This design comes from an exercise in tuning for small area on the open sky130 flow, not from production work.
The RTL was checked by simulation tests, not by an equivalence proof against the original design.

==> 09-06: inputs <==
Design eeprom_seq, start of the top module:
module eeprom_seq (
    input             clk,
    input             rst,
    input             cmd_valid,
    output            cmd_ready,
    input      [31:0] cmd_word,
    input             buf_we,
    input             buf_sel,
    input      [4:0]  buf_idx,
    input      [22:0] buf_wdata,
    input      [4:0]  rbuf_idx,
    output     [7:0]  rbuf_data,
    input             map_ok,
    input             term_req,
    output reg        ev_valid,
    input             ev_ready,
    output reg [3:0]  ev_kind,
    output reg [31:0] ev_arg,
    input      [31:0] ev_lev,
    output     [31:0] status,
    output     [31:0] err_info,
    output     [14:0] err_addr
);
Settings: LEC_CHECK=0, ABC_AREA=1, CAP_MARGIN=20, CORE_MARGIN=2, CORE_UTILIZATION=65, SLEW_MARGIN=20; clock period 10.0 ns.
standard.sh (not shown) runs the stock make flow with config.mk's settings and CLKGATE_MAP_FILE= SYNTH_SCRIPT=/design/flow/synth_recipe.tcl, a recipe that flattens the netlist after the stock synthesis.
==> flow/flow/run.sh <==
#!/bin/bash
# The standard layout (standard.sh) with three changes:
#  - synthesis is synth_recipe.tcl with only the abc technology-mapping
#    script swapped for an area-recovery one (flow/area.abc); registers
#    are mapped before abc, so they come out exactly as in the standard
#    synthesis;
#  - clock tree synthesis adds no dummy balancing loads and builds leaf
#    clusters of up to 26 registers within 90 um;
#  - every input and output port still gets its own buffer, but buf_1
#    instead of clkdlybuf4s50_1.
set -euo pipefail
HERE=$(pwd)
export CUSTOM_ABC_SCRIPT="$HERE/flow/area.abc"
export CTS_ARGS="-sink_clustering_enable -repair_clock_nets -dont_use_dummy_load -sink_clustering_size 26 -sink_clustering_max_diameter 90"
export BUFFER_PORTS_ARGS="-inputs -outputs -buffer_cell sky130_fd_sc_hd__buf_1"
sed "s|SYNTH_SCRIPT=[^ ]*|SYNTH_SCRIPT=$HERE/flow/area_synth.tcl|" standard.sh > area_standard.sh
grep -q "SYNTH_SCRIPT=$HERE/flow/area_synth.tcl" area_standard.sh
bash area_standard.sh > standard_flow.log 2>&1
==> flow/flow/area.abc <==
strash
dch
map -a
strash
dch
map -a
strash
dch
map -a
topo
==> flow/flow/area_synth.tcl <==
proc synth {args} { yosys synth -nofsm -noshare {*}$args }
proc abc {args} {
  set i [lsearch -exact $args -script]
  if {$i >= 0 && [info exists ::env(CUSTOM_ABC_SCRIPT)]} {
    set args [lreplace $args [expr {$i+1}] [expr {$i+1}] $::env(CUSTOM_ABC_SCRIPT)]
  }
  yosys abc {*}$args
}
source $::env(SCRIPTS_DIR)/synth.tcl
# left out here: clear keep_hierarchy, flatten, clean up, hide names made inside functions, write 1_2_yosys.v
==> inputs of 01-27, as changes to 09-06 <==
==> flow/flow/run.sh (replaced) <==
#!/bin/bash
# The standard layout (standard.sh) with three changes:
#  - synthesis is synth_recipe.tcl with only the abc technology-mapping
#    script swapped for an area-recovery one (flow/area.abc); registers
#    are mapped before abc, so they come out exactly as in the standard
#    synthesis;
#  - clock tree synthesis adds no dummy balancing loads and builds leaf
#    clusters of up to 16 registers within 50 um, from clkbuf_8;
#  - every input and output port still gets its own buffer, but buf_1
#    instead of clkdlybuf4s50_1.
set -euo pipefail
HERE=$(pwd)
export CUSTOM_ABC_SCRIPT="$HERE/flow/area.abc"
export CTS_ARGS="-sink_clustering_enable -repair_clock_nets -dont_use_dummy_load -sink_clustering_size 16 -sink_clustering_max_diameter 50 -buf_list {sky130_fd_sc_hd__clkbuf_8}"
export BUFFER_PORTS_ARGS="-inputs -outputs -buffer_cell sky130_fd_sc_hd__buf_1"
sed "s|SYNTH_SCRIPT=[^ ]*|SYNTH_SCRIPT=$HERE/flow/area_synth.tcl|" standard.sh > area_standard.sh
grep -q "SYNTH_SCRIPT=$HERE/flow/area_synth.tcl" area_standard.sh
bash area_standard.sh > standard_flow.log 2>&1
==> inputs of 06-02, as changes to 09-06 <==
--- a/flow/design.v
+++ b/flow/design.v
@@ -41,24 +41,26 @@
                      S_CHECK    = 5'd4,
                      S_DIAG     = 5'd5,
                      S_TERM     = 5'd6,
                      S_INIT_SET = 5'd7,
                      S_INIT_CLR = 5'd8,
                      S_CFG      = 5'd9,
                      S_SIGBLOCK = 5'd10,
-                     S_SP       = 5'd11,   
+                     S_SP1      = 5'd11,   
+                     S_SP2      = 5'd12,   
                      S_SETD     = 5'd13,
                      S_W_D0A    = 5'd14,
                      S_W_D0B    = 5'd15,
                      S_W_WEL    = 5'd16,
                      S_W_WP     = 5'd17,
                      S_W_WEH    = 5'd18,
                      S_W_D0C    = 5'd19,
                      S_W_D0D    = 5'd20,
-                     S_CP       = 5'd21,   
+                     S_CP1      = 5'd21,   
+                     S_CP2      = 5'd22,   
                      S_CLRD     = 5'd23,
                      S_R_OE     = 5'd24,
                      S_R_EXTRA  = 5'd25,
                      S_R_SETTLE = 5'd26,
                      S_R_LEV    = 5'd27,
                      S_R_RESTORE = 5'd28,
                      S_SIGUNBLOCK = 5'd29,
@@ -71,25 +73,21 @@
     reg        seq_valid;
     reg        seq_addr;     
     reg [5:0]  seq_len;
     reg [5:0]  rbuf_len;
     reg [3:0]  err;
     reg        dout;         
     reg        unl;          
-    reg        f_range;      
-    reg        f_cross;      
     reg [4:0]  cnt;          
     reg [22:0] r;            
     reg [32*23-1:0] sq;      
     reg [32*9-1:0]  pb;      
     reg [32*24-1:0] pr;      
     reg [32*8-1:0]  rb;      
-    wire [22:0] sq_head = sq[22:0];               
-    wire [22:0] sq_next = sq[45:23];              
-    wire [22:0] sq_prev = sq[32*23-1:31*23];      
+    wire [22:0] sq_head = sq[22:0];
     wire [8:0]  pb_head = pb[8:0];
     wire [23:0] pr_head = pr[23:0];
     wire [3:0]  c_op   = cur_cmd[3:0];
     wire [6:0]  c_len  = cur_cmd[10:4];
     wire [14:0] c_base = cur_cmd[25:11];
     wire [5:0]  c_rsv  = cur_cmd[31:26];
     reg c_legal;
@@ -105,16 +103,18 @@
             default:
                 c_legal = 1'b0;
         endcase
     end
     wire m_uninit  = (md == 2'b00);
     wire final_mode = md[1];
     wire len_err   = (c_len > 7'd32);
-    wire range_err = f_range;
-    wire cross_err = f_cross;
+    wire [15:0] base_plus_n = {1'b0, c_base} + {9'd0, c_len};
+    wire range_err = (base_plus_n > 16'h8000);
+    wire [6:0] page_off_plus_n = {2'b00, c_base[4:0]} + c_len;
+    wire cross_err = (page_off_plus_n > 7'd32);
     wire len_zero  = (c_len == 7'd0);
     wire [3:0] wr_eng_err = twc_pending ? E_TWC : (!dout ? E_DIRECTION : E_NONE);
     wire [3:0] rd_eng_err = twc_pending ? E_TWC : E_NONE;
     reg [3:0] chk_err;
     always @(*) begin
         chk_err = E_NONE;
         if (!c_legal)
@@ -189,17 +189,15 @@
                     5'd0:       sdp_word = 23'h55_5555;   
                     5'd1:       sdp_word = 23'h2A_AAAA;   
                     default:    sdp_word = 23'h50_5555;   
                 endcase
             end
         end
     endfunction
-    wire [5:0]  addr_lo = {1'b0, c_base[4:0]} + {1'b0, ph};
-    wire [10:0] addr_hi = {1'b0, c_base[14:5]} + {10'd0, addr_lo[5]};
-    wire [14:0] addr_j  = {addr_hi[9:0], addr_lo[4:0]};
+    wire [14:0] addr_j = c_base + {10'd0, ph};
     reg [22:0] src_word;
     reg        comp_we;
     always @(*) begin
         comp_we = 1'b1;
         case (c_op)
             OP_CADDR, OP_RPAGE:  src_word = {8'd0, addr_j};
             OP_CPAGE:            src_word = {pb_head[7:0], addr_j};
@@ -216,22 +214,18 @@
             end
         endcase
     end
     wire j_in_len = (c_len[6:5] != 2'b00) || (ph < c_len[4:0]);
     wire need_flag = op_pairs ? pr_head[23] : pb_head[8];
     wire [4:0] wrow = buf_idx - ph - 5'd1;    
     wire [4:0] rrow = rbuf_idx - ph;          
-    reg [7:0] rb_row [0:31];
-    integer q;
-    always @(*) for (q = 0; q < 32; q = q + 1) rb_row[q] = rb[q*8 +: 8];
-    assign rbuf_data = rb_row[rrow];
+    assign rbuf_data = rb[rrow*8 +: 8];
     wire clr_flags = (state == S_RSTCLR);
     wire sq_we = (state == S_SCAN) && comp_we;
-    wire at_i  = (ph == cnt);
-    wire rb_we = (state == S_CP) && op_read && at_i;
+    wire rb_we = (state == S_CP1) && op_read && (ph == cnt);
     wire [22:0] sq_tail = sq_we ? src_word : sq_head;
     wire [8:0]  pb_tail = {pb_head[8] & !clr_flags, pb_head[7:0]};
     wire [23:0] pr_tail = {pr_head[23] & !clr_flags, pr_head[22:0]};
     wire [7:0]  rb_tail = rb_we ? r[22:15] : rb[7:0];
     always @(posedge clk) begin
         sq <= {sq_tail, sq[32*23-1:23]};
         rb <= {rb_tail, rb[32*8-1:8]};
@@ -311,25 +305,19 @@
                         state <= S_TERM;
                     end else if (cmd_fire && !final_mode) begin
                         cur_cmd <= cmd_word;
                         state   <= S_SCANW;
                     end
                 end
                 S_SCANW: begin
-                    unl     <= 1'b0;
-                    f_range <= 1'b0;
-                    f_cross <= 1'b0;
+                    unl <= 1'b0;
                     if (ph == 5'd31) state <= S_SCAN;
                 end
                 S_SCAN: begin
-                    if (j_in_len) begin
-                        if (!need_flag) unl     <= 1'b1;
-                        if (addr_hi[10]) f_range <= 1'b1;
-                        if (addr_lo[5])  f_cross <= 1'b1;
-                    end
+                    if (j_in_len && !need_flag) unl <= 1'b1;
                     if (ph == 5'd31) state <= S_CHECK;
                 end
                 S_CHECK: begin
                     cnt <= 5'd0;
                     if (chk_err != E_NONE) begin
                         err   <= chk_err;
                         md    <= 2'b11;
@@ -420,46 +408,63 @@
                     end
                 end
                 S_SIGBLOCK: if (ev_fire) begin
                     if (op_read) begin
                         cnt   <= 5'd15;
                         state <= S_CFG;
                     end else begin
-                        state <= S_SP;
+                        state <= S_SP1;
+                    end
+                end
+                S_R_OE: if (ev_fire) state <= S_SP1;
+                S_SP1: begin
+                    if (cnt == 5'd0) begin
+                        r     <= 23'd0;
+                        state <= S_SP2;
+                    end else if (ph == cnt - 5'd1) begin
+                        r     <= sq_head;
+                        state <= S_SP2;
                     end
                 end
-                S_R_OE: if (ev_fire) state <= S_SP;
-                S_SP: if (at_i) begin
-                    r     <= ~(sq_prev & {23{cnt != 5'd0}}) & sq_head;
+                S_SP2: if (ph == cnt) begin
+                    r     <= ~r & sq_head;
                     state <= S_SETD;
                 end
                 S_SETD: if (ev_fire) state <= op_read ? S_R_EXTRA : S_W_D0A;
                 S_W_D0A: if (ev_fire) state <= S_W_D0B;
                 S_W_D0B: if (ev_fire) state <= S_W_WEL;
                 S_W_WEL: if (ev_fire) state <= S_W_WP;
                 S_W_WP:  if (ev_fire) state <= S_W_WEH;
                 S_W_WEH: if (ev_fire) state <= S_W_D0C;
                 S_W_D0C: if (ev_fire) state <= S_W_D0D;
-                S_W_D0D: if (ev_fire) state <= S_CP;
+                S_W_D0D: if (ev_fire) state <= S_CP1;
                 S_R_EXTRA:  if (ev_fire) state <= S_R_SETTLE;
                 S_R_SETTLE: if (ev_fire) state <= S_R_LEV;
                 S_R_LEV: if (ev_fire) begin
                     r[22:15] <= ev_lev[22:15];
-                    state    <= S_CP;
+                    state    <= S_CP1;
                 end
-                S_CP: if (at_i) begin
-                    r     <= sq_head & ~(sq_next & {23{!last_elem}});
-                    state <= S_CLRD;
+                S_CP1: if (ph == cnt) begin
+                    r     <= sq_head;
+                    state <= S_CP2;
+                end
+                S_CP2: begin
+                    if (last_elem) begin
+                        state <= S_CLRD;
+                    end else if (ph == cnt + 5'd1) begin
+                        r     <= r & ~sq_head;
+                        state <= S_CLRD;
+                    end
                 end
                 S_CLRD: if (ev_fire) begin
                     if (last_elem) begin
                         state <= op_read ? S_R_RESTORE : S_SIGUNBLOCK;
                     end else begin
                         cnt   <= cnt + 5'd1;
-                        state <= S_SP;
+                        state <= S_SP1;
                     end
                 end
                 S_R_RESTORE: if (ev_fire) state <= S_SIGUNBLOCK;
                 S_SIGUNBLOCK: if (ev_fire) state <= op_sleep ? S_SLEEP : S_IDLE;
                 S_SLEEP: if (ev_fire) state <= S_IDLE;
                 default: state <= S_IDLE;
             endcase
==> flow/flow/run.sh (replaced) <==
#!/bin/bash
set -euo pipefail
export CTS_ARGS="-sink_clustering_enable -repair_clock_nets -dont_use_dummy_load -sink_clustering_size 24 -sink_clustering_max_diameter 80"
bash standard.sh > standard_flow.log 2>&1
removed: flow/flow/area.abc
removed: flow/flow/area_synth.tcl
==> inputs of 09-23, as changes to 09-06 <==
--- a/flow/design.v
+++ b/flow/design.v
@@ -215,46 +215,71 @@
                 comp_we  = 1'b0;
             end
         endcase
     end
     wire j_in_len = (c_len[6:5] != 2'b00) || (ph < c_len[4:0]);
     wire need_flag = op_pairs ? pr_head[23] : pb_head[8];
     wire [4:0] wrow = buf_idx - ph - 5'd1;    
+    reg        hw_v;                          
+    reg        hw_sel;
+    wire [4:0]  hw_idx  = cnt;
+    wire [22:0] hw_data = r;
+    wire [4:0] hrow = hw_idx - ph - 5'd1;     
+    always @(posedge clk) begin
+        hw_v    <= buf_we && wrow[0] && cmd_ready;
+        hw_sel  <= buf_sel;
+    end
     wire [4:0] rrow = rbuf_idx - ph;          
     reg [7:0] rb_row [0:31];
     integer q;
     always @(*) for (q = 0; q < 32; q = q + 1) rb_row[q] = rb[q*8 +: 8];
     assign rbuf_data = rb_row[rrow];
     wire clr_flags = (state == S_RSTCLR);
     wire sq_we = (state == S_SCAN) && comp_we;
     wire at_i  = (ph == cnt);
     wire rb_we = (state == S_CP) && op_read && at_i;
     wire [22:0] sq_tail = sq_we ? src_word : sq_head;
-    wire [8:0]  pb_tail = {pb_head[8] & !clr_flags, pb_head[7:0]};
-    wire [23:0] pr_tail = {pr_head[23] & !clr_flags, pr_head[22:0]};
     wire [7:0]  rb_tail = rb_we ? r[22:15] : rb[7:0];
     always @(posedge clk) begin
         sq <= {sq_tail, sq[32*23-1:23]};
         rb <= {rb_tail, rb[32*8-1:8]};
     end
+    function pol;
+        input integer p;
+        begin
+            pol = (p % 4 == 1) || (p % 4 == 2);
+        end
+    endfunction
     integer p;
+    reg [8:0]  pb_in;
+    reg [23:0] pr_in;
+    reg        d_b, d_r, h_b, h_r;
     always @(posedge clk) begin
         for (p = 0; p < 32; p = p + 1) begin
-            if (buf_we && !buf_sel && wrow == p)
-                pb[p*9 +: 9] <= {1'b1, buf_wdata[7:0]};
-            else if (p == 31)
-                pb[p*9 +: 9] <= pb_tail;
-            else
-                pb[p*9 +: 9] <= pb[(p+1)*9 +: 9];
-            if (buf_we && buf_sel && wrow == p)
-                pr[p*24 +: 24] <= {1'b1, buf_wdata};
-            else if (p == 31)
-                pr[p*24 +: 24] <= pr_tail;
-            else
-                pr[p*24 +: 24] <= pr[(p+1)*24 +: 24];
+            if (p % 2 == 1) begin
+                pb[p*9 +: 9]   <= pb[((p+1)%32)*9 +: 9];
+                pr[p*24 +: 24] <= pr[((p+1)%32)*24 +: 24];
+            end else begin
+                d_b = buf_we && !buf_sel && wrow == p;
+                d_r = buf_we &&  buf_sel && wrow == p;
+                h_b = hw_v && !hw_sel && hrow == p && !d_b;
+                h_r = hw_v &&  hw_sel && hrow == p && !d_r;
+                pb_in = pb[(p+1)*9 +: 9]   ^ {9{pol(p+1)}};
+                pr_in = pr[(p+1)*24 +: 24] ^ {24{pol(p+1)}};
+                if (p == 30) begin
+                    pb_in[8]  = pb_in[8]  & !clr_flags;
+                    pr_in[23] = pr_in[23] & !clr_flags;
+                end
+                pb_in = ({9{d_b}} & {1'b1, buf_wdata[7:0]}) | ({9{h_b}} & {1'b1, hw_data[7:0]})
+                      | ({9{!(d_b || h_b)}} & pb_in);
+                pr_in = ({24{d_r}} & {1'b1, buf_wdata}) | ({24{h_r}} & {1'b1, hw_data})
+                      | ({24{!(d_r || h_r)}} & pr_in);
+                pb[p*9 +: 9]   <= pb_in ^ {9{pol(p)}};
+                pr[p*24 +: 24] <= pr_in ^ {24{pol(p)}};
+            end
         end
     end
     wire cfg_dir = (c_op == OP_INIT) || (c_op == OP_CFG_DOUT);
     always @(*) begin
         ev_valid = 1'b1;
         ev_kind  = 4'd0;
         ev_arg   = 32'd0;
@@ -303,14 +328,16 @@
             rbuf_len    <= 6'd0;
             err         <= E_NONE;
         end else begin
             ph <= ph + 5'd1;
             case (state)
                 S_RSTCLR: if (ph == 5'd31) state <= S_IDLE;
                 S_IDLE: begin
+                    r   <= buf_wdata;
+                    cnt <= buf_idx;
                     if (!final_mode && term_req) begin
                         state <= S_TERM;
                     end else if (cmd_fire && !final_mode) begin
                         cur_cmd <= cmd_word;
                         state   <= S_SCANW;
                     end
                 end
==> flow/flow/run.sh (replaced) <==
#!/bin/bash
# The standard layout (standard.sh) with three changes:
#  - synthesis is synth_recipe.tcl with only the abc technology-mapping
#    script swapped for an area-recovery one (flow/area.abc); registers
#    are mapped before abc, so they come out exactly as in the standard
#    synthesis;
#  - clock tree synthesis adds no dummy balancing loads and builds leaf
#    clusters of up to 12 registers within 45 um, from clkbuf_4 and clkbuf_8;
#  - every input and output port still gets its own buffer, but buf_1
#    instead of clkdlybuf4s50_1.
set -euo pipefail
HERE=$(pwd)
export CUSTOM_ABC_SCRIPT="$HERE/flow/area.abc"
export CTS_ARGS="-sink_clustering_enable -repair_clock_nets -dont_use_dummy_load -sink_clustering_size 12 -sink_clustering_max_diameter 45 -buf_list {sky130_fd_sc_hd__clkbuf_4 sky130_fd_sc_hd__clkbuf_8}"
export BUFFER_PORTS_ARGS="-inputs -outputs -buffer_cell sky130_fd_sc_hd__buf_1"
sed "s|SYNTH_SCRIPT=[^ ]*|SYNTH_SCRIPT=$HERE/flow/area_synth.tcl|" standard.sh > area_standard.sh
grep -q "SYNTH_SCRIPT=$HERE/flow/area_synth.tcl" area_standard.sh
bash area_standard.sh > standard_flow.log 2>&1
==> flow/flow/area.abc (replaced) <==
strash
dch
amap
strash
dch
amap
strash
dch
amap
topo
==> notes <==
09-06 went through all stages and came out clean. 06-02 completed with no timing, DRC or antenna violations. 01-27 finished with timing, DRC and antenna clean. 09-23 passed the timing, DRC and antenna checks. The lowest worst setup slack belongs to 09-23, the highest to 09-06. Of 09-23 and 01-27, 01-27 has the higher die area (gap 3.8%, measured against 01-27). In 09-23 the sequential share of layout area is higher than in 09-06, by 2.1 points. The lowest first-iteration DRC count belongs to 09-06, the highest to 09-23. Non-clock buffer count: 09-06 < 01-27 < 06-02 < 09-23. Of 09-06 and 09-23, 09-06 has the higher fmax (gap 6.0%, measured against 09-23). Global-route usage: 09-23 > 01-27 > 09-06 > 06-02. Via count, highest first: 06-02, 01-27, 09-06, 09-23. Area after synthesis: 06-02 is higher than 01-27 (6.5%). Core utilization: 09-23 is higher than 09-06 (0.55 points).

separate check: timing with driven ports:
The results above use ideal ports. As a check the final layouts listed here were re-extracted and re-timed, cells and wires unchanged.
Step 1 sets driving cells, clkbuf_16 on the clock port and buf_2 on the other inputs (assumed; they add their load-dependent delay and slew).
Step 2 also shifts input and output timing later by t, the mid clock arrival at the registers, as if the neighbouring blocks saw the same clock.
a / b / c = ideal ports / drivers / drivers and shift; a / b = the first two.
| run | shift t [ns] | setup slack, ns | worst hold slack (ns) |
|---|---|---|---|
| 09-06 | 0.738 | 2.296 / 2.275 / 2.275 | 0.277 / 0.277 / 0.277 |
| 01-27 | 0.901 | 2.237 / 2.215 / 2.215 | 0.283 / 0.283 / 0.283 |
| 06-02 | 0.742 | 1.849 / 1.825 / 1.825 | 0.263 / 0.263 / 0.263 |
| 09-23 | 0.927 | 1.837 / 1.808 / 1.808 | 0.295 / 0.295 / 0.295 |
After both steps setup and hold are still met in every run listed. The setup slack of 09-23, which loses most, moves by -0.029 ns with the drivers and by -0.029 ns with both steps.
